This design comes from an exercise in tuning for small area, a short achievable clock period and few clock cycles on the open sky130 flow, not from production work.
Function was checked by simulation only, so behaviour that the tests miss may differ from the original.
Power is estimated from default activity; no workload was simulated.

==> flow/design.v (excerpt) <==
module gf127_unit (
    input  wire         clk,
    input  wire         rst,
    input  wire         in_valid,
    output wire         in_ready,
    input  wire [1:0]   in_op,
    input  wire [126:0] in_a,
    input  wire [126:0] in_b,
    output reg          out_valid,
    output wire [126:0] out_data,
    output wire         out_err
);
For scale: about 5,900 cells after synthesis, roughly 390 I/O pins, about 43,000 um^2 of cells after synthesis.
export LEC_CHECK = 0
export CAP_MARGIN = 20
export CORE_MARGIN = 2
export CORE_UTILIZATION = 55
export CTS_CLUSTER_SIZE = 20
export PLACE_DENSITY = 0.7
export SLEW_MARGIN = 20
create_clock -name core_clock -period 11.0 [get_ports {clk}]
standard.sh (not shown) runs the stock make flow with config.mk's settings and CLKGATE_MAP_FILE= SYNTH_SCRIPT=/design/flow/synth_recipe.tcl, a recipe that flattens the netlist after the stock synthesis.
==> flow/flow/run.sh <==
#!/bin/bash
set -euo pipefail
MARGIN=7.6
bash standard.sh \
    SETUP_SLACK_MARGIN=$MARGIN \
    "BUFFER_PORTS_ARGS=-buffer_cell sky130_fd_sc_hd__buf_4" \
    finish > standard.log 2>&1
The baseline produced a clean layout.
Testbench counts at the start, summed over its fixed seeds: cycles 55,222.
==> next run, changes <==
--- a/flow/flow/run.sh
+++ b/flow/flow/run.sh
@@ -6 +6 @@
-    "BUFFER_PORTS_ARGS=-buffer_cell sky130_fd_sc_hd__buf_4" \
+    "BUFFER_PORTS_ARGS=-buffer_cell sky130_fd_sc_hd__buf_2" \
Settings changed: CTS_CLUSTER_SIZE 20 to default.
What happened: The changed run produced a clean layout. Worst setup slack degrades by 64 ps. Via count climbs by 0.79%. Clock power hardly moves. Clock-buffer cell count is higher by 10. Area after synthesis is unchanged. Design area is lower by 0.90%. Hold slack gains 8.3 ps. Routed wire length grows by 2.2%. Combinational power came out lower by about 1%. Total power drops by 0.74%.

---

Another version of the RTL of gf127_unit (not shown whole).
For scale: roughly 6,000 cells after synthesis, ~540 flip-flops, ~390 I/O pins, ~43,000 µm² of cells after synthesis.
Settings: LEC_CHECK=0, CAP_MARGIN=20, CORE_MARGIN=2, CORE_UTILIZATION=65, PLACE_DENSITY=0.75, SLEW_MARGIN=20; clock period 11.0 ns.
==> flow/flow/run.sh <==
#!/bin/bash
set -euo pipefail
MARGIN=7.6
bash standard.sh \
    SETUP_SLACK_MARGIN=$MARGIN \
    "BUFFER_PORTS_ARGS=-buffer_cell sky130_fd_sc_hd__buf_4" \
    finish > standard.log 2>&1
The first run finished with timing, DRC and antenna clean.
Testbench counts at the start, summed over its fixed seeds: cycles 56,494.
Next try:
--- a/flow/flow/run.sh
+++ b/flow/flow/run.sh
@@ -6 +6 @@
-    "BUFFER_PORTS_ARGS=-buffer_cell sky130_fd_sc_hd__buf_4" \
+    "BUFFER_PORTS_ARGS=-buffer_cell sky130_fd_sc_hd__buf_2" \
CORE_UTILIZATION = 55   (was 65)
PLACE_DENSITY = 0.7   (was 0.75)
=> The new run passed the timing, design-rule and antenna checks; routed wire length is higher by a few percent; global-route usage goes down by 5.6 points; worst hold slack loses 0.015 ns; design area is lower slightly; utilization falls by 12 points; final cell count rises by a few percent; sequential power hardly moves; clock-buffer cell count went up by 12; critical path depth came out lower by 3.

---

== run 5 ==
gf127_unit again, from the RTL that the note above started with.
export LEC_CHECK = 0
export CAP_MARGIN = 20
export CORE_MARGIN = 2
export CORE_UTILIZATION = 55
export CTS_CLUSTER_SIZE = 20
export PLACE_DENSITY = 0.7
export SLEW_MARGIN = 20
create_clock -name core_clock -period 11.0 [get_ports {clk}]
==> flow/flow/run.sh <==
#!/bin/bash
set -euo pipefail
MARGIN=7.6
bash standard.sh \
    SETUP_SLACK_MARGIN=$MARGIN \
    "BUFFER_PORTS_ARGS=-buffer_cell sky130_fd_sc_hd__buf_4" \
    finish > standard.log 2>&1
Run 5: flow completed, timing, DRC and antenna clean
Testbench counts of run 5, summed over its fixed seeds: cycles 56,494.
#### Input delta (run 3 over run 5)
Settings: CTS_CLUSTER_SIZE removed (was 20).
Findings:
Flip-flop and latch count came out exactly the same in run 3 and run 5. Taking run 5 as the reference, in run 3 total power flat, via count shows no meaningful change, detailed-routing iteration count for the pre-antenna-repair pass held steady, clock power share did not really move, worst reg2reg path depth held. Re critical path depth: no difference whatsoever between run 5 and run 3. Antenna cell count: run 3 vs run 5, no meaningful difference.

port drivers added, routing unchanged:
The flow's constraints put no driver on any port. The routed layouts listed below were extracted and timed again, unchanged, in two steps.
Step 1 sets driving cells, clkbuf_16 on the clock port and buf_2 on the other inputs (assumed; they add their load-dependent delay and slew).
Step 2, shift: input delay + t, output delay - t, t = (earliest + latest rising clock arrival at the registers) / 2. This alone moves slack from input paths to output paths.
a / b / c = ideal / step 1 / step 2; a / b = the first two.
run	t (ns)	setup WS [ns]	clock arrival spread, ns	pins driven straight from the clock port
the first run of note 1	0.698	7.594 / 7.522 / 7.595	0.016 / 0.016	1
the second run of note 1	0.696	7.530 / 7.520 / 7.530	0.023 / 0.023	1
the first run of note 2	0.713	7.430 / 7.430 / 6.990	0.024 / 0.024	1
the second run of note 2	0.682	7.612 / 7.548 / 6.965	0.026 / 0.027	1
run 5	0.673	7.612 / 7.546 / 7.042	0.013 / 0.013	1
run 3	0.673	7.612 / 7.546 / 7.042	0.013 / 0.013	1
After both steps setup and hold are still met in every run listed. The setup slack of the second run of note 2, which loses most, moves by -0.064 ns with the drivers and by -0.647 ns with both steps.
